From an optimization exercise on the open Yosys and OpenROAD flow, aimed at small area; shortcuts taken in it are not production practice.
Function was checked by simulation only, so behaviour that the tests miss may differ from the original.
Power and IR drop assume default switching activity.

### flow/flow/run.sh
#!/bin/bash
# Standard ORFS layout (the standard.sh: its synthesis script, floorplan,
# power grid, placement and routing) with these choices changed:
#   - synthesis: synth_recipe.tcl, but abc maps the logic with flow/area.abc,
#     an area-recovery script (registers are mapped before abc, unchanged)
#   - CTS: small clock buffers in sink clusters of up to 10, no dummy loads
#   - port buffers: the smallest buffer cell
# Each step's full tool output is in orfs/logs/sky130hd/ps2_serial_core/base/*.log and
# is copied next to this flow's own make log (make_finish.log) when done.
set -uo pipefail
export FLOW_WORK_DIR="$PWD"
export AREA_ABC_SCRIPT="$PWD/flow/area.abc"
bash standard.sh \
  "SYNTH_SCRIPT=$PWD/flow/area_synth.tcl" \
  "CTS_ARGS=-sink_clustering_enable -repair_clock_nets -dont_use_dummy_load -buf_list sky130_fd_sc_hd__clkbuf_4 -sink_clustering_size 10 -sink_clustering_max_diameter 40" \
  "BUFFER_PORTS_ARGS=-buffer_cell sky130_fd_sc_hd__buf_1" \
  finish > make_finish.log 2>&1
status=$?
for f in orfs/logs/sky130hd/ps2_serial_core/base/*.log; do
  [[ -f "$f" ]] && cp "$f" "log_$(basename "$f")"
done
exit $status
### flow/flow/area.abc
&get -n
&st
&dch -f
&nf -R 1000
&put
mfs2
strash
&get -n
&dch -f
&nf -R 1000
&put
mfs2
strash
&get -n
&dch -f
&nf -R 1000
&put
### flow/flow/area_synth.tcl
# The standard synthesis script (synth_recipe.tcl, sourced unchanged),
# with one difference: the combinational mapping call to abc uses the
# area-recovery script flow/area.abc instead of ORFS's abc_speed.script.
# Flip-flop mapping (dfflibmap) happens before abc and is not affected, so
# the registers, their names and cell types are those of the standard run.
proc abc {args} {
  set i [lsearch -exact $args -script]
  if {$i >= 0} {
    lset args [expr {$i + 1}] $::env(AREA_ABC_SCRIPT)
    puts "area_synth.tcl: abc with script $::env(AREA_ABC_SCRIPT)"
  }
  yosys abc {*}$args
}
source $::env(FLOW_WORK_DIR)/synth_recipe.tcl
### flow/standard.sh
#!/bin/bash
# synth_recipe.tcl (not shown) runs the flow's synth.tcl, then flattens the netlist and writes it again
# the make line also repeats each setting of config.mk as NAME=value (left out here)
make -C /OpenROAD-flow-scripts/flow DESIGN_CONFIG=/design/flow/config.mk WORK_HOME=/design/flow/orfs CLKGATE_MAP_FILE= SYNTH_SCRIPT=/design/flow/synth_recipe.tcl "${@:-finish}"
### flow/config.mk
export PLATFORM = sky130hd
export DESIGN_NAME = ps2_serial_core
export DESIGN_NICKNAME = ps2_serial_core
export VERILOG_FILES = /design/flow/design.v
export SDC_FILE = /design/flow/constraint.sdc
export NUM_CORES = 4
export LEC_CHECK = 0
export CAP_MARGIN = 20
export CORE_MARGIN = 2
export CORE_UTILIZATION = 70
export PLACE_DENSITY = 0.8
export SLEW_MARGIN = 20
### flow/constraint.sdc
create_clock -name core_clock -period 10.0 [get_ports {clk}]
set_input_delay 2.0000 -clock core_clock [delete_from_list [all_inputs] [get_ports {clk}]]
set_output_delay 2.0000 -clock core_clock [all_outputs]
set_load 0.01 [all_outputs]
### flow/design.v
module satadd16 #(
    parameter SUB = 0
) (
    input  wire [15:0] a,
    input  wire [7:0]  b,
    output wire [15:0] s
);
    wire [15:0] bs = {{8{b[7]}}, b};
    wire [15:0] bx = SUB ? ~bs : bs;       
    wire [15:0] r;
    genvar k;
    generate
        for (k = 0; k < 16; k = k + 1) begin : bit_
            wire ci;
            wire co;
            if (k == 0) begin : first
                assign ci = SUB ? 1'b1 : 1'b0;
            end else begin : rest
                assign ci = bit_[k-1].co;
            end
            assign r[k] = a[k] ^ bx[k] ^ ci;
            assign co   = (a[k] & bx[k]) | (a[k] & ci) | (bx[k] & ci);
        end
    endgenerate
    wire pos_sat = !a[15] && (SUB ? b[7] : !b[7]) && r[15];
    wire neg_sat =  a[15] && (SUB ? !b[7] : b[7]) && (!r[15] || r[14:0] == 15'd0);
    assign s = pos_sat ? 16'h7FFF : neg_sat ? 16'h8001 : r;
endmodule
module ps2_serial_core (
    input  wire        clk,
    input  wire        rst,           
    input  wire [1:0]  mode,          
    input  wire        two_stop,      
    input  wire        ps2_valid,
    input  wire        ps2_data,
    input  wire        bt_clk_en,
    input  wire        cmd_valid,
    input  wire [4:0]  cmd_op,
    input  wire [26:0] cmd_arg,
    output wire        cmd_ready,
    output reg         rsp_valid,
    output reg  [3:0]  rsp_code,
    output reg  [7:0]  rsp_data,
    output wire        txd,
    output reg  [15:0] rx_ovf,
    output reg  [15:0] tx_ovf
);
    localparam OP_RX_START    = 5'h02;
    localparam OP_RX_STOP     = 5'h03;
    localparam OP_RX_POLL     = 5'h04;
    localparam OP_RX_READ     = 5'h05;
    localparam OP_TX_INIT     = 5'h08;
    localparam OP_TX_TEARDOWN = 5'h09;
    localparam OP_TX_ENQUEUE  = 5'h0A;
    localparam OP_ENC_REPORT  = 5'h10;
    localparam OP_ENC_SEND    = 5'h11;
    localparam OP_ENC_RESET   = 5'h12;
    localparam R_OK         = 4'h0;
    localparam R_BYTE       = 4'h1;
    localparam R_EMPTY      = 4'h2;
    localparam R_TIMEOUT    = 4'h3;
    localparam R_DROPPED    = 4'h4;
    localparam R_NOTDUE     = 4'h6;
    localparam R_SUPPRESSED = 4'h7;
    localparam R_SENT       = 4'h8;
    localparam R_FAULT      = 4'h9;
    localparam R_REFUSED    = 4'hA;
    localparam MODE_TWO   = 2'd0;
    localparam MODE_WHEEL = 2'd2;
    function [16:0] inc16;
        input [15:0] a;
        input        ci;
        reg   [16:0] c;
        integer k;
        begin
            c[0] = ci;
            for (k = 0; k < 16; k = k + 1) begin
                inc16[k] = a[k] ^ c[k];
                c[k+1]   = a[k] & c[k];
            end
            inc16[16] = c[16];
        end
    endfunction
    function [16:0] dec16;
        input [15:0] a;
        input        ci;
        reg   [16:0] c;
        integer k;
        begin
            c[0] = ci;
            for (k = 0; k < 16; k = k + 1) begin
                dec16[k] = a[k] ^ c[k];
                c[k+1]   = ~a[k] & c[k];
            end
            dec16[16] = c[16];
        end
    endfunction
    function [4:0] updn5;
        input [4:0] a;
        input       up;
        input       dn;
        reg   [5:0] c;
        reg   [5:0] d;
        integer k;
        begin
            c[0] = up;
            d[0] = dn;
            for (k = 0; k < 5; k = k + 1) begin
                updn5[k] = a[k] ^ (c[k] | d[k]);
                c[k+1]   = a[k] & c[k];
                d[k+1]   = ~a[k] & d[k];
            end
        end
    endfunction
    integer    i;
    reg        rx_armed;
    reg [9:0]  rx_sr;         
    reg        rx_par;        
    reg        tx_armed;
    reg [15:0] bt_compare;
    reg [15:0] bt_left;       
    reg [9:0]  tx_sr;         
    reg signed [15:0] acc_dx;
    reg signed [15:0] acc_ndy;       
    reg signed [15:0] acc_wheel;
    reg [2:0]  cur_buttons;
    reg [2:0]  last_buttons;
    reg [5:0]  due_lfsr;      
    reg        send_busy;
    reg        read_busy;
    reg [3:0]  left_hi;
    reg [4:0]  rx_p;          
    reg [7:0]  rx_mem [0:15];
    reg [4:0]  tx_p;          
    reg [6:0]  tx_mem [0:15];
    wire busy = send_busy | read_busy;
    assign cmd_ready = !busy;
    wire accept = cmd_valid && !busy;
    wire is_op_rx_start  = accept && cmd_op == OP_RX_START;
    wire is_op_rx_stop   = accept && cmd_op == OP_RX_STOP;
    wire is_op_rx_poll   = accept && cmd_op == OP_RX_POLL;
    wire is_op_rx_read   = accept && cmd_op == OP_RX_READ;
    wire is_op_tx_init   = accept && cmd_op == OP_TX_INIT;
    wire is_op_tx_down   = accept && cmd_op == OP_TX_TEARDOWN;
    wire is_op_tx_enq    = accept && cmd_op == OP_TX_ENQUEUE;
    wire is_op_report    = accept && cmd_op == OP_ENC_REPORT;
    wire is_op_send      = accept && cmd_op == OP_ENC_SEND;
    wire is_op_enc_reset = accept && cmd_op == OP_ENC_RESET;
    wire rx_start_ok = is_op_rx_start && !rx_armed;
    wire tx_init_ok  = is_op_tx_init  && !tx_armed;
    wire [15:0] left     = {left_hi, rsp_code, rsp_data};
    wire [16:0] left_dec = dec16(left, busy);
    wire        last_low = (left[11:0] == 12'd1);
    wire        read_last = last_low && (left_hi == 4'd0);
    wire        send_last = last_low;
    wire bt_step  = tx_armed && bt_clk_en;
    wire [16:0] bt_dec = dec16(bt_left, bt_step);
    wire tick     = bt_dec[16];                      
    wire tx_idle  = (tx_sr[9:1] == 9'd0);           
    wire tx_empty = tx_p[4];
    wire tx_pop   = tick && tx_idle && !tx_empty;
    reg  [6:0] tx_rd;
    always @(*) begin
        tx_rd = 7'd0;
        for (i = 0; i < 16; i = i + 1)
            tx_rd = tx_rd | (tx_mem[i] & {7{tx_p[3:0] == i}});
    end
    always @(posedge clk) begin
        if (tx_init_ok) begin
            bt_compare <= cmd_arg[15:0];
            bt_left    <= cmd_arg[15:0];
        end else begin
            bt_left    <= tick ? bt_compare : bt_dec[15:0];
        end
    end
    always @(posedge clk) begin
        if (rst) begin
            tx_armed <= 1'b0;
            tx_sr    <= 10'd1;
        end else if (tx_init_ok || is_op_tx_down) begin
            tx_armed <= tx_init_ok;
            tx_sr    <= 10'd1;
        end else if (tick) begin
            if (!tx_idle)
                tx_sr <= {1'b0, tx_sr[9:1]};
            else if (!tx_empty)
                tx_sr <= {two_stop, 1'b1, tx_rd, 1'b0};
        end
    end
    assign txd = tx_sr[0];
    wire       two_btn  = (mode == MODE_TWO);
    wire       wheel    = (mode == MODE_WHEEL);
    wire [5:0] due_seed = two_btn ? (two_stop ? 6'b001110 : 6'b110010)
                                  : (two_stop ? 6'b100111 : 6'b111010);
    wire       due_end  = (due_lfsr == 6'b111111);
    wire       due      = due_end || (due_lfsr == 6'b011111 && tick);
    wire       moving   = (acc_dx != 0) || (acc_ndy != 0) || (wheel && acc_wheel != 0);
    wire       send_go  = is_op_send && due && (moving || cur_buttons != last_buttons);
    wire       send_end = send_busy && send_last;
    always @(posedge clk) begin
        if (rst || send_go || is_op_enc_reset)
            due_lfsr <= due_seed;
        else if (tick && !due_end)
            due_lfsr <= {due_lfsr[4:0], due_lfsr[5] ^ due_lfsr[4]};
    end
    wire [7:0] add_dx    = is_op_report ? cmd_arg[23:16] : 8'd0;
    wire [7:0] add_dy    = is_op_report ? cmd_arg[15:8]  : 8'd0;
    wire [7:0] add_wheel = is_op_report ? cmd_arg[7:0]   : 8'd0;
    wire       acc_clear = rst || is_op_enc_reset || send_end;
    wire [15:0] sum_dx, sum_dy, sum_wheel;
    satadd16 u_add_dx    (.a(acc_dx),    .b(add_dx),    .s(sum_dx));
    satadd16 #(.SUB(1)) u_sub_dy (.a(acc_ndy), .b(add_dy), .s(sum_dy));
    satadd16 u_add_wheel (.a(acc_wheel), .b(add_wheel), .s(sum_wheel));
    always @(posedge clk) begin
        if (acc_clear) begin
            acc_dx    <= 16'sd0;
            acc_ndy   <= 16'sd0;
            acc_wheel <= 16'sd0;
        end else begin
            acc_dx    <= sum_dx;
            acc_ndy   <= sum_dy;
            acc_wheel <= sum_wheel;
        end
    end
    always @(posedge clk) begin
        if (rst || is_op_enc_reset) begin
            cur_buttons  <= 3'b000;
            last_buttons <= 3'b000;
        end else if (is_op_report) begin
            cur_buttons  <= cmd_arg[26:24];
        end else if (send_go) begin
            last_buttons <= cur_buttons;
        end
    end
    wire       dx_hi = !acc_dx[15] && (acc_dx[14:7] != 8'h00);
    wire       dx_lo =  acc_dx[15] && !(acc_dx[14:7] == 8'hFF && acc_dx[6:0] != 7'd0);
    wire [7:0] dx8   = dx_hi ? 8'h7F : dx_lo ? 8'h81 : acc_dx[7:0];
    wire       dy_hi = !acc_ndy[15] && (acc_ndy[14:7] != 8'h00);
    wire       dy_lo =  acc_ndy[15] && !(acc_ndy[14:7] == 8'hFF && acc_ndy[6:0] != 7'd0);
    wire [7:0] dy8   = dy_hi ? 8'h7F : dy_lo ? 8'h81 : acc_ndy[7:0];
    wire [6:0] b0  = {1'b1, cur_buttons[0], cur_buttons[1], dy8[7:6], dx8[7:6]};
    wire [6:0] b1  = {1'b0, dx8[5:0]};
    wire [6:0] b2  = {1'b0, dy8[5:0]};
    wire [6:0] b3  = wheel ? {2'b00, cur_buttons[2], acc_wheel[3:0]}
                           : {1'b0, cur_buttons[2], 5'b00000};
    reg [6:0] pkt_byte;
    always @(*) begin
        case ({two_btn, rsp_data[1:0]})
            3'b000:  pkt_byte = b0;
            3'b011:  pkt_byte = b1;
            3'b010:  pkt_byte = b2;
            3'b001:  pkt_byte = b3;
            3'b111:  pkt_byte = b0;
            3'b110:  pkt_byte = b1;
            default: pkt_byte = b2;
        endcase
    end
    wire       tx_clear = tx_init_ok || is_op_tx_down;
    wire       tx_push  = is_op_tx_enq || send_busy;
    wire [6:0] tx_wdata = send_busy ? pkt_byte : cmd_arg[6:0];
    wire       tx_full  = !tx_clear && !tx_pop && (tx_p == 5'd15);
    wire       tx_push_ok = tx_push && !tx_full;
    always @(posedge clk) begin
        if (rst)
            tx_p <= 5'd31;
        else if (tx_clear)
            tx_p <= tx_push ? 5'd0 : 5'd31;
        else
            tx_p <= updn5(tx_p, tx_push_ok && !tx_pop, tx_pop && !tx_push_ok);
    end
    always @(posedge clk) begin
        if (tx_push_ok) begin
            tx_mem[0] <= tx_wdata;
            for (i = 1; i < 16; i = i + 1)
                tx_mem[i] <= tx_mem[i-1];
        end
    end
    wire [16:0] tx_ovf_inc = inc16(tx_ovf, tx_push && tx_full && (tx_ovf != 16'hFFFF));
    always @(posedge clk) begin
        if (rst)
            tx_ovf <= 16'h0000;
        else
            tx_ovf <= tx_ovf_inc[15:0];
    end
    wire       rx_armed_a = rx_start_ok ? 1'b1 : is_op_rx_stop ? 1'b0 : rx_armed;
    wire [9:0] rx_sr_a    = rx_start_ok ? 10'd0 : rx_sr;
    wire       rx_par_a   = rx_start_ok ? 1'b0 : rx_par;
    wire       edge_step  = ps2_valid && rx_armed_a;
    wire       at_await   = (rx_sr_a == 10'd0);
    wire       at_stop    = rx_sr_a[0];
    wire       rx_push    = edge_step && at_stop && ps2_data && rx_par_a;
    always @(posedge clk) begin
        if (rst)
            rx_armed <= 1'b0;
        else
            rx_armed <= rx_armed_a;
    end
    always @(posedge clk) begin
        rx_sr  <= rx_sr_a;
        rx_par <= rx_par_a;
        if (edge_step) begin
            if (at_await) begin
                if (!ps2_data)
                    rx_sr <= 10'b10_0000_0000;
            end else if (at_stop) begin
                rx_sr  <= 10'd0;
                rx_par <= 1'b0;
            end else begin
                rx_sr  <= {ps2_data, rx_sr_a[9:1]};
                rx_par <= rx_par_a ^ ps2_data;
            end
        end
    end
    wire       rx_empty = rx_p[4];
    reg  [7:0] rx_rd;
    always @(*) begin
        rx_rd = 8'd0;
        for (i = 0; i < 16; i = i + 1)
            rx_rd = rx_rd | (rx_mem[i] & {8{rx_p[3:0] == i}});
    end
    wire       rx_pop   = (is_op_rx_poll || is_op_rx_read || read_busy) && !rx_empty;
    wire       rx_full  = !rx_start_ok && !rx_pop && (rx_p == 5'd15);
    wire       rx_push_ok = rx_push && !rx_full;
    always @(posedge clk) begin
        if (rst)
            rx_p <= 5'd31;
        else if (rx_start_ok)
            rx_p <= rx_push ? 5'd0 : 5'd31;
        else
            rx_p <= updn5(rx_p, rx_push_ok && !rx_pop, rx_pop && !rx_push_ok);
    end
    always @(posedge clk) begin
        if (rx_push_ok) begin
            rx_mem[0] <= rx_sr_a[8:1];
            for (i = 1; i < 16; i = i + 1)
                rx_mem[i] <= rx_mem[i-1];
        end
    end
    wire [16:0] rx_ovf_inc = inc16(rx_ovf, rx_push && rx_full && (rx_ovf != 16'hFFFF));
    always @(posedge clk) begin
        if (rst)
            rx_ovf <= 16'h0000;
        else
            rx_ovf <= rx_ovf_inc[15:0];
    end
    wire rsp_now = send_end || (read_busy && (!rx_empty || read_last)) ||
                   (accept && !((is_op_rx_read && rx_empty && cmd_arg[15:0] != 16'd0) ||
                                send_go));
    always @(posedge clk) begin
        if (rst) begin
            send_busy <= 1'b0;
            read_busy <= 1'b0;
            rsp_valid <= 1'b0;
        end else begin
            rsp_valid <= rsp_now;
            if (send_busy) begin
                if (send_last)
                    send_busy <= 1'b0;
            end else if (read_busy) begin
                if (!rx_empty || read_last)
                    read_busy <= 1'b0;
            end else begin
                if (is_op_rx_read && rx_empty && cmd_arg[15:0] != 16'd0)
                    read_busy <= 1'b1;
                if (send_go)
                    send_busy <= 1'b1;
            end
        end
    end
    wire [2:0] sent_k = left_hi[2:0] + tx_push_ok;
    always @(posedge clk) begin
        if (send_busy) begin
            left_hi[2:0] <= sent_k;
            if (send_last) begin
                rsp_code <= R_SENT;
                rsp_data <= {5'd0, sent_k};
            end else begin
                {rsp_code, rsp_data} <= left_dec[11:0];
            end
        end else if (read_busy) begin
            if (!rx_empty) begin
                rsp_code <= R_BYTE;
                rsp_data <= rx_rd;
            end else if (read_last) begin
                rsp_code <= R_TIMEOUT;
                rsp_data <= 8'd0;
            end else begin
                {left_hi, rsp_code, rsp_data} <= left_dec[15:0];
            end
        end else if (is_op_rx_read && rx_empty && cmd_arg[15:0] != 16'd0) begin
            {left_hi, rsp_code, rsp_data} <= cmd_arg[15:0];
        end else if (send_go) begin
            left_hi  <= 4'd0;
            rsp_code <= 4'd0;
            rsp_data <= two_btn ? 8'd3 : 8'd4;
        end else begin
            rsp_data <= 8'd0;
            case (cmd_op)
                OP_RX_START:
                    rsp_code <= rx_armed ? R_FAULT : R_OK;
                OP_RX_STOP:
                    rsp_code <= R_OK;
                OP_RX_POLL, OP_RX_READ: begin
                    rsp_code <= rx_empty ? (cmd_op[0] ? R_TIMEOUT : R_EMPTY) : R_BYTE;
                    rsp_data <= rx_empty ? 8'd0 : rx_rd;
                end
                OP_TX_INIT:
                    rsp_code <= tx_armed ? R_FAULT : R_OK;
                OP_TX_TEARDOWN:
                    rsp_code <= R_OK;
                OP_TX_ENQUEUE:
                    rsp_code <= tx_push_ok ? R_OK : R_DROPPED;
                OP_ENC_REPORT:
                    rsp_code <= R_OK;
                OP_ENC_SEND:
                    rsp_code <= !due ? R_NOTDUE : R_SUPPRESSED;
                OP_ENC_RESET:
                    rsp_code <= R_OK;
                default:
                    rsp_code <= R_REFUSED;
            endcase
        end
    end
endmodule
==> results of run 1 <==
-- final timing paths --
check                                        startpoint                 endpoint  cells past startpoint
worst max register to register   read_busy$_SDFFE_PP0N_    acc_ndy[7]$_SDFF_PP0_                     26
worst min register to register  rx_mem[13][0]$_DFFE_PP_  rx_mem[14][0]$_DFFE_PP_                      0
worst min-delay path            rx_mem[13][0]$_DFFE_PP_  rx_mem[14][0]$_DFFE_PP_                      0
worst max-delay path                          cmd_op[2]    acc_ndy[7]$_SDFF_PP0_                     26
-- critical path, cell delays in order --
cell      delay [ps]
buf_1            100
nor2_1            80
nand2_1          140
nor2_4            80
and2_0           170
ha_1             200
fa_1             420
fa_1             440
fa_1             440
fa_1             450
fa_1             430
fa_1             440
fa_1             430
fa_1             430
fa_1             430
fa_1             430
fa_1             430
fa_1             430
fa_1             440
fa_1             550
nand3_1           80
or4_1            560
a21boi_4         160
buf_4            170
o21a_1           130
nor2_1            40
-- through the flow --
step	hold WS [ps]	cells	util, %	setup slack, ps
after floorplan	425	1431	-	14.9
after global placement	426	1877	75.0	-32.4
after detailed placement	433	1877	75.0	-231
after CTS	390	1927	76.5	451
after global routing	447	1929	76.6	146
final	400	1929	76.6	431
-- synthesized netlist by cell type, types with 25 or more instances --
| cell | count |
|---|---|
| ha_1 | 79 |
| a22oi_1 | 42 |
| nor2b_1 | 37 |
| and2_0 | 25 |
| edfxtp_1 | 266 |
| a21oi_1 | 85 |
| clkinv_1 | 81 |
| nor2_1 | 115 |
| a222oi_1 | 48 |
| nor4_1 | 26 |
| nand2_1 | 133 |
| nor3_1 | 28 |
| fa_1 | 42 |
| nand4_1 | 35 |
| dfxtp_1 | 150 |
| o21ai_0 | 62 |
| nand3_1 | 27 |
-- power by group through the flow --
stage	logic [mW]	clock network, mW	registers [mW]
after floorplan	0.131	0	1.90
after global placement	0.193	0	1.90
after detailed placement	0.201	0	1.90
after CTS	0.202	0.754	1.86
after global routing	0.229	0.820	1.87
final	0.205	0.742	1.86
-- logic make-up after synthesis --
kind of cell / after synthesis / share of synthesized area, %
buffers and inverters: 93 / 2.22
adders and majority gates: 121 / 10.3
and+or+nand+nor: 459 / 12.4
xor gates and xnor gates: 18 / 0.887
DFF: 416 / 61.8
AOI/OAI and AO/OA: 316 / 11.9
muxes: 8 / 0.472
-- metal layers --
layer  global-route usage (%)  wire, um  vias up
met5                        0         0        -
met4                     12.0      1380        0
met3                     6.88      4200       93
met2                     47.1     18600      682
met1                     43.4     16600     6078
li1                         -         -     5747
-- cell type report --
cell class	count	area [um^2]	area share (%)
well taps	330	413	2.15
diodes	2	5.00	0.0261
flip-flops and latches	416	11000	57.3
repair buffers	128	652	3.40
clock buffers	50	375	1.96
inverters	81	307	1.60
multi-input cells	922	6420	33.5
-- flip-flops by register name, summed over array words and instances (netlist names), 16 cells and up --
| signal | flops |
|---|---|
| bt_left | 16 |
| acc_wheel | 16 |
| acc_ndy | 16 |
| rx_ovf | 16 |
| tx_ovf | 16 |
| acc_dx | 16 |
| tx_mem | 112 |
| rx_mem | 128 |
| bt_compare | 16 |
==> results.tsv, run 1 <==
stage	metric	value	unit
setup_path	reg-to-reg slack, setup	990	ps
logic_synthesis	main flop type after synthesis	edfxtp_1	
logic_synthesis	post-synthesis instance total	1431	
clocking	worst skew pair latency	720	ps
logic_synthesis	Synth Warn #	3	
finish	Syn-to-layout area delta	7.83	%
logic_synthesis	Seq/Total Area, Yosys	61.8	%
setup_path	Setup Crit Path Kind	in -> reg	
setup_path	Worst Path Required	10500	ps
timing	Fin. Hold Viols	0	
power_and_ir_drop	Sw Pwr	0.658	mW
power_and_ir_drop	PD cells	147	nW/um^2
drt	Avg Vias per Cell	6.53	
finish	most frequent cells in the layout	266 x edfxtp_1, 150 x dfxtp_1, 132 x nand2_1, 114 x nor2_1, 86 x buf_1	
timing	Max-slew headroom	24.0	%
global_routing	largest net degree at the start of global routing	94	
global_routing	vias in the first global route	12090	
setup_path	CP arrival	10070	ps
placed_design	Placed Instance Area	18800	um^2
clocking	CTS Sinks	416	
finish	commonest non-fill, non-tap cell in the layout	edfxtp_1	
logic_synthesis	FF+latch count, synth	416	
global_routing	first-pass GRT wire length	63.3	mm
drt	first drt pass iteration count	7	
logic_synthesis	top-area cell type share of the netlist area	44.9	%
logic_synthesis	post-synth top area cell	edfxtp_1	
drt	ANT nets after route	0	
clocking	register clock-pin slew on the reported worst setup and hold paths	110	ps
logic_synthesis	Post-synth ARST share	0	%
setup_path	Worst setup EP type	flip-flop	
placed_design	GPL Wtd Cong	0.926	
power_and_ir_drop	Flop pwr share	66.3	%
timing	Slew Limit Fails	0	
timing	Max Fclk	0.105	GHz
clocking	CTS Hold Bufs	0	
clocking	CTS tree	done	
drt	overall routed net length	40.7	mm
floorplan	Die Y	163	um
floorplan	Core ar.	25000	um^2
power_and_ir_drop	Comb power frac	7.3	%
logic_synthesis	top cells by area, synth	edfxtp_1 45%, dfxtp_1 17%, ha_1 5.6%	
timing	Max Clock Skew	93.6	ps
finish	fraction of layout cells with a size suffix above 1	6.20	%
timing	unrepaired setup endpoints after global routing	no	
logic_synthesis	Distinct cells, synth	44	
hold_path	HP Class	reg -> reg	
placed_design	port bufs	87	
clocking	PostCTS Resize Cnt	0	
run	maxcap violations	0	
drt	WL per Instance	21.1	um
global_routing	Overall Global Routing Usage	30.7	%
drt	DR iter-0 viols	1584	
power_and_ir_drop	Max IR drop VDD	0.115	mV
power_and_ir_drop	Int Pwr	2.15	mW
drt	Vias	12600	
floorplan	Ports	88	
power_and_ir_drop	Leak	6.84	nW
floorplan	effective utilization at floorplan	71.0	%
setup_path	Worst setup SP type	input port	
timing	final worst-path cycle share	95.7	%
logic_synthesis	synthesized net count	1593	
floorplan	die width	163	um
power_and_ir_drop	Clk pwr share	26.4	%
finish	Design Area, Final	19200	um^2
clocking	post-CTS setup buffers	0	
clocking	cts bufs inserted	50	
clocking	CTS max path bufs	3	
power_and_ir_drop	Tot Pwr	2.81	mW
outcome	status	complete, no violations	
floorplan	die area	26700	um^2
timing	final worst path period need	9570	ps
placed_design	DP HPWL	29.0	mm
finish	nets@finish	1761	
timing	TNS Setup	0	ps
clocking	Clock H-tree levels	2	
drt	DRC	0	
finish	layout filler cell count	1638	
timing	worst slew pin tran	1130	ps
logic_synthesis	mean post-synth cell area	12.4	um^2
clocking	Root Buffer	clkbuf_4	
logic_synthesis	number of synthesized flops with an enable pin	266	
logic_synthesis	Synth Cell Area	17800	um^2
timing	final setup fails	0	
power_and_ir_drop	sw frac	23.4	%
floorplan	Std-Cell Rows	58	
setup_path	worst-path fanout max	8	
global_routing	GRT Residual Overflow	0	
global_routing	initial antenna violation count	1	
==> run 2, diff against run 1 <==
==> flow/flow/area.abc (replaced) <==
&get -n
&st
&dch -f
&nf -R 1000 -p -F 8 -C 32
&put
mfs2
strash
&get -n
&st
&dch -f
&nf -R 1000 -p -F 8 -C 32
&put
mfs2
strash
&get -n
&st
&dch -f
&nf -R 1000 -p -F 8 -C 32
&put
mfs2
strash
&get -n
&st
&dch -f
&nf -R 1000 -p -F 8 -C 32
&put
mfs2
strash
&get -n
&st
&dch -f
&nf -R 1000 -p -F 8 -C 32
&put
==> run 2 against run 1 <==
Effect of this change: combinational power is 9% lower; clock-buffer cell count is 1 higher; non-clock buffer count is 5 lower; still clean on timing, DRC and antenna; register-to-register slack better by 440 ps; first-iteration DRC count is 5.8% higher; cell area is 0.66% lower; sequential share of layout area is 0.38 points higher; utilization is 0.28 points lower; synthesized cell count is 2.6% lower; largest power group unchanged.
==> results.tsv, run 2 <==
stage	metric	value	unit
floorplan	die area	26600	um^2
clocking	PostCTS Resize Cnt	0	
timing	Slew Limit Fails	0	
logic_synthesis	post-synthesis instance total	1394	
drt	WL per Instance	20.9	um
clocking	worst skew pair latency	710	ps
finish	nets@finish	1720	
finish	Multi-input gate area	6340	um^2
power_and_ir_drop	sw frac	23.1	%
logic_synthesis	post-synth top area cell	edfxtp_1	
power_and_ir_drop	Flop pwr share	66.5	%
setup_path	CP Launch Point	cmd_op[2]	
drt	Avg Vias per Cell	6.49	
finish	fraction of layout cells with a size suffix above 1	6.17	%
setup_path	Worst Path Required	10550	ps
setup_path	Critical R2R Capture	acc_ndy[11]$_SDFF_PP0_	
timing	final setup fails	0	
timing	TNS Setup	0	ps
power_and_ir_drop	PD cells	147	nW/um^2
setup_path	RR Startpoint	read_busy$_SDFFE_PP0N_	
setup_path	Register-to-Register Path Depth	25	
placed_design	port bufs	87	
power_and_ir_drop	Comb power frac	6.7	%
power_and_ir_drop	Leak	6.73	nW
placed_design	GPL Wtd Cong	0.878	
clocking	post-CTS setup buffers	0	
finish	Non-Filler Instances	1887	
setup_path	critical path capture point	acc_ndy[11]$_SDFF_PP0_	
finish	Util after Layout	76.3	%
drt	DR iter-0 viols	1676	
power_and_ir_drop	Tot Pwr	2.79	mW
finish	max reg flops	128	
clocking	cts bufs inserted	51	
logic_synthesis	Distinct cells, synth	50	
logic_synthesis	Seq/Total Area, Yosys	62.1	%
clocking	CTS tree	done	
setup_path	Setup Crit Path Kind	in -> reg	
drt	ANT nets after route	0	
finish	biggest regs	rx_mem (128), tx_mem (112)	
setup_path	Worst setup EP type	flip-flop	
logic_synthesis	number of synthesized flops with an enable pin	266	
floorplan	die width	163	um
setup_path	Worst setup SP type	input port	
timing	final worst-path cycle share	94.4	%
timing	Max-slew headroom	24.2	%
clocking	CTS Hold Bufs	0	
clocking	CTS max path bufs	3	
global_routing	GRT Residual Overflow	0	
floorplan	Core ar.	25000	um^2
timing	Max Clock Skew	86.9	ps
logic_synthesis	Synth Warn #	3	
setup_path	reg-to-reg slack, setup	1430	ps
global_routing	initial antenna violation count	1	
power_and_ir_drop	Int Pwr	2.15	mW
power_and_ir_drop	Max IR drop VDD	0.112	mV
logic_synthesis	Commonest cells post-synth	266 x edfxtp_1, 150 x dfxtp_1, 128 x nand2_1, 96 x nor2_1, 87 x a21oi_1	
setup_path	CP arrival	9980	ps
finish	layout filler cell count	1683	
outcome	status	complete, no violations	
global_routing	Overall Global Routing Usage	30.0	%
logic_synthesis	top cells by area, synth	edfxtp_1 45%, dfxtp_1 17%, ha_1 5.6%	
timing	hold_ws	411	ps
finish	Most flops, register	rx_mem	
floorplan	Die Y	163	um
logic_synthesis	top-area cell type share of the netlist area	45.2	%
power_and_ir_drop	Clk pwr share	26.8	%
clocking	Root Buffer	clkbuf_4	
global_routing	largest net degree at the start of global routing	97	
finish	most frequent cells in the layout	266 x edfxtp_1, 150 x dfxtp_1, 128 x nand2_1, 94 x nor2_1, 87 x a21oi_1	
clocking	Clock H-tree levels	2	
run	maxcap violations	0	
logic_synthesis	mean post-synth cell area	12.7	um^2
drt	first drt pass iteration count	8	
logic_synthesis	Post-synth ARST share	0	%
drt	DRC	0	
power_and_ir_drop	Sw Pwr	0.646	mW
timing	Max Fclk	0.106	GHz
timing	final worst path period need	9440	ps
placed_design	dpl cells	1835	
finish	Sequential cell area	11000	um^2
timing	Fin. Hold Viols	0	
logic_synthesis	main flop type after synthesis	edfxtp_1	
clocking	register clock-pin slew on the reported worst setup and hold paths	100	ps
floorplan	effective utilization at floorplan	70.9	%
drt	Vias	12254	
logic_synthesis	synthesized net count	1556	
timing	unrepaired setup endpoints after global routing	no	
logic_synthesis	most frequent cell after synthesis	edfxtp_1	
floorplan	Ports	88	
drt	overall routed net length	39.5	mm
hold_path	HP Class	reg -> reg	
logic_synthesis	FF+latch count, synth	416	
timing	worst slew pin tran	1130	ps
global_routing	vias in the first global route	11676	
logic_synthesis	Synth Cell Area	17700	um^2
finish	commonest non-fill, non-tap cell in the layout	edfxtp_1	
global_routing	first-pass GRT wire length	61.8	mm
setup_path	worst-path fanout max	8	
floorplan	Std-Cell Rows	58	
finish	Syn-to-layout area delta	7.65	%
placed_design	DP HPWL	27.9	mm
clocking	CTS Sinks	416	
-- run 2: worst min-delay path by stage --
stage	start	to	slack, ps	depth (start not counted)
floorplan	rx_mem[9][1]$_DFFE_PP_	rx_mem[10][1]$_DFFE_PP_	430	0
finish	rx_mem[1][1]$_DFFE_PP_	rx_mem[2][1]$_DFFE_PP_	410	0
global placement	rx_mem[12][1]$_DFFE_PP_	rx_mem[13][1]$_DFFE_PP_	430	0
CTS	rx_mem[2][4]$_DFFE_PP_	rx_mem[3][4]$_DFFE_PP_	400	0
global route	rx_mem[1][5]$_DFFE_PP_	rx_mem[2][5]$_DFFE_PP_	430	0
detailed placement	rx_mem[8][3]$_DFFE_PP_	rx_mem[9][3]$_DFFE_PP_	430	0
-- run 2: critical path: stages --
cell and delay [ps]:
buf_1 150, nor3b_1 110, and3_4 220, and2_0 150, ha_1 190, fa_1 410, fa_1 430, fa_1 420
fa_1 420, fa_1 420, fa_1 420, fa_1 430, fa_1 430, fa_1 430, fa_1 430, fa_1 430
fa_1 430, fa_1 420, fa_1 530, nand3_1 80, or4_4 530, a21boi_4 150, buf_4 170, o21a_1 120
nor2_1 40
-- run 2: metrics by stage --
step	area, um^2	setup slack (ps)
finish	19000	564
global placement	18600	-39.9
detailed placement	18600	-175
CTS	19000	562
global route	19000	272
floorplan	17700	15.2
-- run 2: cell families after synthesis --
group | after synthesis | synth area share (%)
AOI/OAI and AO/OA | 311 | 12.0
xor gates and xnor gates | 18 | 0.891
adders and majority gates | 121 | 10.3
DFF | 416 | 62.1
buffers and inverters | 94 | 2.25
muxes | 12 | 0.707
and+or+nand+nor | 422 | 11.6
-- run 2: power groups by stage --
stage | logic [mW] | registers (mW) | clock network, mW
CTS | 0.186 | 1.86 | 0.757
global placement | 0.178 | 1.89 | 0
global route | 0.210 | 1.86 | 0.816
floorplan | 0.122 | 1.89 | 0
finish | 0.187 | 1.86 | 0.748
detailed placement | 0.185 | 1.90 | 0
-- run 2: routing by layer --
layer | wire length (um) | vias to the layer above | global-route usage, %
met5 | 0 | - | 0
met4 | 1560 | 0 | 11.9
met3 | 3310 | 117 | 6.49
met2 | 18400 | 615 | 47.3
met1 | 16200 | 5888 | 41.1
li1 | - | 5634 | -
-- run 2: area by class of cell --
cell class                      count  area share (%)
Sequential cell                   416            57.7
Multi-Input combinational cell    884            33.3
Timing Repair Buffer              123            3.16
Tap cell                          330            2.17
Clock buffer                       51            2.01
Inverter                           82            1.63
Antenna cell                        1          0.0131
==> run 3, diff against run 2 <==
--- a/flow/design.v
+++ b/flow/design.v
@@ -1,12 +1,9 @@
-module satadd16 #(
-    parameter SUB = 0
-) (
+module satadd16 (
     input  wire [15:0] a,
     input  wire [7:0]  b,
     output wire [15:0] s
 );
-    wire [15:0] bs = {{8{b[7]}}, b};
-    wire [15:0] bx = SUB ? ~bs : bs;       
+    wire [15:0] bx = {{8{b[7]}}, b};
     wire [15:0] r;
     genvar k;
     generate
@@ -14,7 +11,7 @@
             wire ci;
             wire co;
             if (k == 0) begin : first
-                assign ci = SUB ? 1'b1 : 1'b0;
+                assign ci = 1'b0;
             end else begin : rest
                 assign ci = bit_[k-1].co;
             end
@@ -22,8 +19,8 @@
             assign co   = (a[k] & bx[k]) | (a[k] & ci) | (bx[k] & ci);
         end
     endgenerate
-    wire pos_sat = !a[15] && (SUB ? b[7] : !b[7]) && r[15];
-    wire neg_sat =  a[15] && (SUB ? !b[7] : b[7]) && (!r[15] || r[14:0] == 15'd0);
+    wire pos_sat = !a[15] && !b[7] && r[15];
+    wire neg_sat =  a[15] &&  b[7] && (!r[15] || r[14:0] == 15'd0);
     assign s = pos_sat ? 16'h7FFF : neg_sat ? 16'h8001 : r;
 endmodule
 module ps2_serial_core (
@@ -95,24 +92,6 @@
             dec16[16] = c[16];
         end
     endfunction
-    function [4:0] updn5;
-        input [4:0] a;
-        input       up;
-        input       dn;
-        reg   [5:0] c;
-        reg   [5:0] d;
-        integer k;
-        begin
-            c[0] = up;
-            d[0] = dn;
-            for (k = 0; k < 5; k = k + 1) begin
-                updn5[k] = a[k] ^ (c[k] | d[k]);
-                c[k+1]   = a[k] & c[k];
-                d[k+1]   = ~a[k] & d[k];
-            end
-        end
-    endfunction
-    integer    i;
     reg        rx_armed;
     reg [9:0]  rx_sr;         
     reg        rx_par;        
@@ -121,14 +100,14 @@
     reg [15:0] bt_left;       
     reg [9:0]  tx_sr;         
     reg signed [15:0] acc_dx;
-    reg signed [15:0] acc_ndy;       
+    reg signed [15:0] acc_dy;
     reg signed [15:0] acc_wheel;
     reg [2:0]  cur_buttons;
     reg [2:0]  last_buttons;
     reg [5:0]  due_lfsr;      
     reg        send_busy;
     reg        read_busy;
-    reg [3:0]  left_hi;
+    reg [15:0] left;          
     reg [4:0]  rx_p;          
     reg [7:0]  rx_mem [0:15];
     reg [4:0]  tx_p;          
@@ -148,23 +127,15 @@
     wire is_op_enc_reset = accept && cmd_op == OP_ENC_RESET;
     wire rx_start_ok = is_op_rx_start && !rx_armed;
     wire tx_init_ok  = is_op_tx_init  && !tx_armed;
-    wire [15:0] left     = {left_hi, rsp_code, rsp_data};
     wire [16:0] left_dec = dec16(left, busy);
-    wire        last_low = (left[11:0] == 12'd1);
-    wire        read_last = last_low && (left_hi == 4'd0);
-    wire        send_last = last_low;
+    wire last_step = (left == 16'd1);
     wire bt_step  = tx_armed && bt_clk_en;
     wire [16:0] bt_dec = dec16(bt_left, bt_step);
     wire tick     = bt_dec[16];                      
     wire tx_idle  = (tx_sr[9:1] == 9'd0);           
     wire tx_empty = tx_p[4];
     wire tx_pop   = tick && tx_idle && !tx_empty;
-    reg  [6:0] tx_rd;
-    always @(*) begin
-        tx_rd = 7'd0;
-        for (i = 0; i < 16; i = i + 1)
-            tx_rd = tx_rd | (tx_mem[i] & {7{tx_p[3:0] == i}});
-    end
+    wire [6:0] tx_rd = tx_mem[tx_p[3:0]];
     always @(posedge clk) begin
         if (tx_init_ok) begin
             bt_compare <= cmd_arg[15:0];
@@ -194,9 +165,9 @@
                                   : (two_stop ? 6'b100111 : 6'b111010);
     wire       due_end  = (due_lfsr == 6'b111111);
     wire       due      = due_end || (due_lfsr == 6'b011111 && tick);
-    wire       moving   = (acc_dx != 0) || (acc_ndy != 0) || (wheel && acc_wheel != 0);
+    wire       moving   = (acc_dx != 0) || (acc_dy != 0) || (wheel && acc_wheel != 0);
     wire       send_go  = is_op_send && due && (moving || cur_buttons != last_buttons);
-    wire       send_end = send_busy && send_last;
+    wire       send_end = send_busy && last_step;
     always @(posedge clk) begin
         if (rst || send_go || is_op_enc_reset)
             due_lfsr <= due_seed;
@@ -209,16 +180,16 @@
     wire       acc_clear = rst || is_op_enc_reset || send_end;
     wire [15:0] sum_dx, sum_dy, sum_wheel;
     satadd16 u_add_dx    (.a(acc_dx),    .b(add_dx),    .s(sum_dx));
-    satadd16 #(.SUB(1)) u_sub_dy (.a(acc_ndy), .b(add_dy), .s(sum_dy));
+    satadd16 u_add_dy    (.a(acc_dy),    .b(add_dy),    .s(sum_dy));
     satadd16 u_add_wheel (.a(acc_wheel), .b(add_wheel), .s(sum_wheel));
     always @(posedge clk) begin
         if (acc_clear) begin
             acc_dx    <= 16'sd0;
-            acc_ndy   <= 16'sd0;
+            acc_dy    <= 16'sd0;
             acc_wheel <= 16'sd0;
         end else begin
             acc_dx    <= sum_dx;
-            acc_ndy   <= sum_dy;
+            acc_dy    <= sum_dy;
             acc_wheel <= sum_wheel;
         end
     end
@@ -235,9 +206,10 @@
     wire       dx_hi = !acc_dx[15] && (acc_dx[14:7] != 8'h00);
     wire       dx_lo =  acc_dx[15] && !(acc_dx[14:7] == 8'hFF && acc_dx[6:0] != 7'd0);
     wire [7:0] dx8   = dx_hi ? 8'h7F : dx_lo ? 8'h81 : acc_dx[7:0];
-    wire       dy_hi = !acc_ndy[15] && (acc_ndy[14:7] != 8'h00);
-    wire       dy_lo =  acc_ndy[15] && !(acc_ndy[14:7] == 8'hFF && acc_ndy[6:0] != 7'd0);
-    wire [7:0] dy8   = dy_hi ? 8'h7F : dy_lo ? 8'h81 : acc_ndy[7:0];
+    wire       dy_hi = !acc_dy[15] && (acc_dy[14:7] != 8'h00);
+    wire       dy_lo =  acc_dy[15] && !(acc_dy[14:7] == 8'hFF && acc_dy[6:0] != 7'd0);
+    wire [7:0] dy_n  = ~acc_dy[7:0] + 1'b1;
+    wire [7:0] dy8   = dy_hi ? 8'h81 : dy_lo ? 8'h7F : dy_n;
     wire [6:0] b0  = {1'b1, cur_buttons[0], cur_buttons[1], dy8[7:6], dx8[7:6]};
     wire [6:0] b1  = {1'b0, dx8[5:0]};
     wire [6:0] b2  = {1'b0, dy8[5:0]};
@@ -245,7 +217,7 @@
                            : {1'b0, cur_buttons[2], 5'b00000};
     reg [6:0] pkt_byte;
     always @(*) begin
-        case ({two_btn, rsp_data[1:0]})
+        case ({two_btn, left[1:0]})
             3'b000:  pkt_byte = b0;
             3'b011:  pkt_byte = b1;
             3'b010:  pkt_byte = b2;
@@ -260,13 +232,14 @@
     wire [6:0] tx_wdata = send_busy ? pkt_byte : cmd_arg[6:0];
     wire       tx_full  = !tx_clear && !tx_pop && (tx_p == 5'd15);
     wire       tx_push_ok = tx_push && !tx_full;
+    integer i;
     always @(posedge clk) begin
         if (rst)
             tx_p <= 5'd31;
         else if (tx_clear)
             tx_p <= tx_push ? 5'd0 : 5'd31;
         else
-            tx_p <= updn5(tx_p, tx_push_ok && !tx_pop, tx_pop && !tx_push_ok);
+            tx_p <= tx_p + tx_push_ok - tx_pop;
     end
     always @(posedge clk) begin
         if (tx_push_ok) begin
@@ -312,12 +285,7 @@
         end
     end
     wire       rx_empty = rx_p[4];
-    reg  [7:0] rx_rd;
-    always @(*) begin
-        rx_rd = 8'd0;
-        for (i = 0; i < 16; i = i + 1)
-            rx_rd = rx_rd | (rx_mem[i] & {8{rx_p[3:0] == i}});
-    end
+    wire [7:0] rx_rd    = rx_mem[rx_p[3:0]];
     wire       rx_pop   = (is_op_rx_poll || is_op_rx_read || read_busy) && !rx_empty;
     wire       rx_full  = !rx_start_ok && !rx_pop && (rx_p == 5'd15);
     wire       rx_push_ok = rx_push && !rx_full;
@@ -327,7 +295,7 @@
         else if (rx_start_ok)
             rx_p <= rx_push ? 5'd0 : 5'd31;
         else
-            rx_p <= updn5(rx_p, rx_push_ok && !rx_pop, rx_pop && !rx_push_ok);
+            rx_p <= rx_p + rx_push_ok - rx_pop;
     end
     always @(posedge clk) begin
         if (rx_push_ok) begin
@@ -343,7 +311,7 @@
         else
             rx_ovf <= rx_ovf_inc[15:0];
     end
-    wire rsp_now = send_end || (read_busy && (!rx_empty || read_last)) ||
+    wire rsp_now = send_end || (read_busy && (!rx_empty || last_step)) ||
                    (accept && !((is_op_rx_read && rx_empty && cmd_arg[15:0] != 16'd0) ||
                                 send_go));
     always @(posedge clk) begin
@@ -354,10 +322,10 @@
         end else begin
             rsp_valid <= rsp_now;
             if (send_busy) begin
-                if (send_last)
+                if (last_step)
                     send_busy <= 1'b0;
             end else if (read_busy) begin
-                if (!rx_empty || read_last)
+                if (!rx_empty || last_step)
                     read_busy <= 1'b0;
             end else begin
                 if (is_op_rx_read && rx_empty && cmd_arg[15:0] != 16'd0)
@@ -367,32 +335,21 @@
             end
         end
     end
-    wire [2:0] sent_k = left_hi[2:0] + tx_push_ok;
+    always @(posedge clk) begin
+        if (is_op_rx_read)
+            left <= cmd_arg[15:0];
+        else if (is_op_send)
+            left <= two_btn ? 16'd3 : 16'd4;
+        else
+            left <= left_dec[15:0];
+    end
     always @(posedge clk) begin
         if (send_busy) begin
-            left_hi[2:0] <= sent_k;
-            if (send_last) begin
-                rsp_code <= R_SENT;
-                rsp_data <= {5'd0, sent_k};
-            end else begin
-                {rsp_code, rsp_data} <= left_dec[11:0];
-            end
+            rsp_data[2:0] <= rsp_data[2:0] + tx_push_ok;
+            rsp_code      <= R_SENT;
         end else if (read_busy) begin
-            if (!rx_empty) begin
-                rsp_code <= R_BYTE;
-                rsp_data <= rx_rd;
-            end else if (read_last) begin
-                rsp_code <= R_TIMEOUT;
-                rsp_data <= 8'd0;
-            end else begin
-                {left_hi, rsp_code, rsp_data} <= left_dec[15:0];
-            end
-        end else if (is_op_rx_read && rx_empty && cmd_arg[15:0] != 16'd0) begin
-            {left_hi, rsp_code, rsp_data} <= cmd_arg[15:0];
-        end else if (send_go) begin
-            left_hi  <= 4'd0;
-            rsp_code <= 4'd0;
-            rsp_data <= two_btn ? 8'd3 : 8'd4;
+            rsp_code <= rx_empty ? R_TIMEOUT : R_BYTE;
+            rsp_data <= rx_empty ? 8'd0 : rx_rd;
         end else begin
             rsp_data <= 8'd0;
             case (cmd_op)
==> flow/flow/area.abc (replaced) <==
&get -n
&st
&dch -f
&nf -R 1000
&put
mfs2
strash
&get -n
&dch -f
&nf -R 1000
&put
==> run 3 against run 2 <==
Effect of this change: global-route usage decreased by 1.7 points; clock-buffer cell count increased by 2; cell area grew 2.4%; area after synthesis up 2.9%; clock power increased by 3%; register-to-register slack worse by 120 ps; synthesized cell count is 5.1% higher; sequential share of layout area about the same; cell count increased by 3.8%; die area up 2.9%; critical endpoint is now acc_dy[2]$_SDFF_PP0_; largest cell class unchanged.
==> results.tsv, run 3 <==
stage	metric	value	unit
clocking	worst skew pair latency	750	ps
power_and_ir_drop	Tot Pwr	3.03	mW
global_routing	Overall Global Routing Usage	28.3	%
clocking	CTS max path bufs	3	
drt	Vias	12334	
finish	commonest non-fill, non-tap cell in the layout	edfxtp_1	
global_routing	initial antenna violation count	1	
timing	worst slew pin tran	984	ps
clocking	Root Buffer	clkbuf_4	
drt	ANT nets after route	0	
logic_synthesis	post-synthesis instance total	1465	
setup_path	CP arrival	9920	ps
logic_synthesis	Commonest cells post-synth	267 x edfxtp_1, 161 x dfxtp_1, 147 x nand2_1, 94 x ha_1, 91 x a21oi_1	
drt	overall routed net length	38.1	mm
placed_design	dpl cells	1904	
setup_path	CP dominant cell by count	fa_1	
setup_path	Worst Path Required	10540	ps
placed_design	port bufs	87	
clocking	cts bufs inserted	53	
placed_design	DP HPWL	26.8	mm
outcome	status	complete, no violations	
logic_synthesis	FF+latch count, synth	428	
timing	Slew Limit Fails	0	
logic_synthesis	top cells by area, synth	edfxtp_1 44%, dfxtp_1 18%, ha_1 6.5%	
power_and_ir_drop	Max IR drop VDD	0.105	mV
hold_path	HP Class	reg -> reg	
global_routing	vias in the first global route	11657	
logic_synthesis	Seq/Total Area, Yosys	61.7	%
timing	setup ws final	616	ps
timing	hold_ws	414	ps
timing	Max Fclk	0.107	GHz
hold_path	Hold Path Stages	0	
setup_path	Worst setup EP type	flip-flop	
floorplan	Core ar.	25800	um^2
clocking	CTS Sinks	428	
logic_synthesis	Distinct cells, synth	47	
timing	Max-slew headroom	34.4	%
global_routing	first-pass GRT wire length	60.2	mm
timing	TNS Setup	0	ps
setup_path	Register-to-Register Path Depth	29	
logic_synthesis	main flop type after synthesis	edfxtp_1	
placed_design	GPL Wtd Cong	0.957	
timing	Max Clock Skew	102	ps
finish	Syn-to-layout area delta	7.04	%
floorplan	Die Y	165	um
clocking	PostCTS Resize Cnt	0	
logic_synthesis	Post-synth ARST share	0	%
drt	Avg Vias per Cell	6.30	
floorplan	effective utilization at floorplan	70.7	%
floorplan	die area	27300	um^2
floorplan	die width	165	um
logic_synthesis	most frequent cell after synthesis	edfxtp_1	
finish	biggest regs	rx_mem (128), tx_mem (112)	
finish	Non-Filler Instances	1958	
logic_synthesis	Synth Cell Area	18200	um^2
drt	first drt pass iteration count	6	
drt	DRC	0	
logic_synthesis	number of synthesized flops with an enable pin	267	
clocking	CTS Hold Bufs	0	
floorplan	Std-Cell Rows	59	
logic_synthesis	Synth Warn #	3	
setup_path	Crit-path slowest cell	fa_1	
finish	Most flops, register	rx_mem	
finish	fraction of layout cells with a size suffix above 1	4.56	%
setup_path	worst-path fanout max	17	
timing	final worst path period need	9380	ps
logic_synthesis	mean post-synth cell area	12.4	um^2
power_and_ir_drop	Leak	7.19	nW
power_and_ir_drop	PD cells	155	nW/um^2
clocking	CTS tree	done	
run	maxcap violations	0	
finish	max reg flops	128	
setup_path	Setup Crit Path Kind	in -> reg	
logic_synthesis	post-synth top area cell	edfxtp_1	
clocking	post-CTS setup buffers	0	
floorplan	Ports	88	
finish	most frequent cells in the layout	267 x edfxtp_1, 161 x dfxtp_1, 147 x nand2_1, 94 x ha_1, 91 x a21oi_1	
placed_design	pre-CTS WS	-115	ps
timing	final setup fails	0	
clocking	register clock-pin slew on the reported worst setup and hold paths	100	ps
global_routing	largest net degree at the start of global routing	81	
drt	WL per Instance	19.4	um
timing	final worst-path cycle share	93.8	%
logic_synthesis	synthesized net count	1644	
logic_synthesis	top-area cell type share of the netlist area	44.0	%
clocking	Clock H-tree levels	2	
setup_path	Worst setup SP type	input port	
finish	nets@finish	1803	
global_routing	GRT Residual Overflow	0	
timing	unrepaired setup endpoints after global routing	no	
timing	Fin. Hold Viols	0	
setup_path	Largest stage delay, worst path	500	ps
drt	DR iter-0 viols	1458	
==> run 3: stage by stage <==
step	cell area (um^2)	utilization, %
5_1_grt	19500	75.7
3_3_place_gp	19100	74.1
2_1_floorplan	18200	-
4_1_cts	19500	75.6
3_5_place_dp	19100	74.1
6_report	19500	75.7
==> run 3: worst max-delay path: cells and delay by family <==
family                     cells  cell delay [ps]
adders and majority gates     15             5930
and+or+nand+nor                8             1280
buffers and inverters          4              410
AOI/OAI and AO/OA              2              290
==> run 3: area by class of cell <==
class	instances	area, um^2
clock buffers	53	398
multi-input cells	954	6660
fillers	1684	6270
diodes	1	2.50
inverters	83	317
flip-flops and latches	428	11200
repair buffers	104	455
well taps	335	419
==> run 3: logic make-up after synthesis <==
logic type                 synth area share (%)
and+or+nand+nor                            12.1
DFF                                        61.7
muxes                                     0.186
xor gates and xnor gates                  0.962
adders and majority gates                  11.3
AOI/OAI and AO/OA                          12.0
buffers and inverters                      1.71
==> run 3: layer usage <==
metal	GRT usage, %	routed length, um	share of wire (%)
met1	40.8	16200	43
met2	45.2	17700	47
met3	4.62	3340	8.8
met4	7.67	771	2.0
met5	0	0	0
==> run 3: worst paths after layout <==
path                     startpoint                endpoint  slack (ps)
max                       cmd_valid    acc_dy[2]$_SDFF_PP0_         620
min          rx_mem[2][1]$_DFFE_PP_  rx_mem[3][1]$_DFFE_PP_         410
min reg2reg  rx_mem[2][1]$_DFFE_PP_  rx_mem[3][1]$_DFFE_PP_         410
max reg2reg  read_busy$_SDFFE_PP0N_    acc_dy[2]$_SDFF_PP0_        1310
==> run 3: report_power, final <==
| group | switching (mW) | leakage (nW) | internal, mW |
|---|---|---|---|
| Combinational | 0.190 | 3.25 | 0.116 |
| Clock | 0.524 | 0.244 | 0.243 |
| Sequential | 0.0427 | 3.70 | 1.91 |

[port drivers added, routing unchanged]
No port has a modelled driver above. Below, the same layouts with a new extraction and two added sets of constraints. Step 1: set_driving_cell puts a clkbuf_16 on clk and a buf_2 on each other input, an assumption about the parent block. Step 2 also shifts input and output timing later by t, the mid clock arrival at the registers, as if the neighbouring blocks saw the same clock. a / b / c = no drivers / after step 1 / after step 2; a / b = the first two.
| run | t, ns | setup WS [ns] | worst setup path at the end | slew at the worst register clock pin (ns) | worst slew at a driven data input, ns |
|---|---|---|---|---|---|
| run 1 | 0.724 | 0.431 / 0.455 / -0.269 | input to register | 0.11 / 0.11 | 0.04 |
| run 2 | 0.714 | 0.564 / 0.588 / -0.126 | input to register | 0.11 / 0.11 | 0.08 |
| run 3 | 0.748 | 0.616 / 0.638 / -0.109 | input to register | 0.11 / 0.11 | 0.08 |
With both steps, setup timing fails in every run listed, where it was met with ideal ports. For run 3, which loses most, drivers alone change the setup slack by +0.022 ns; drivers and shift together by -0.725 ns.
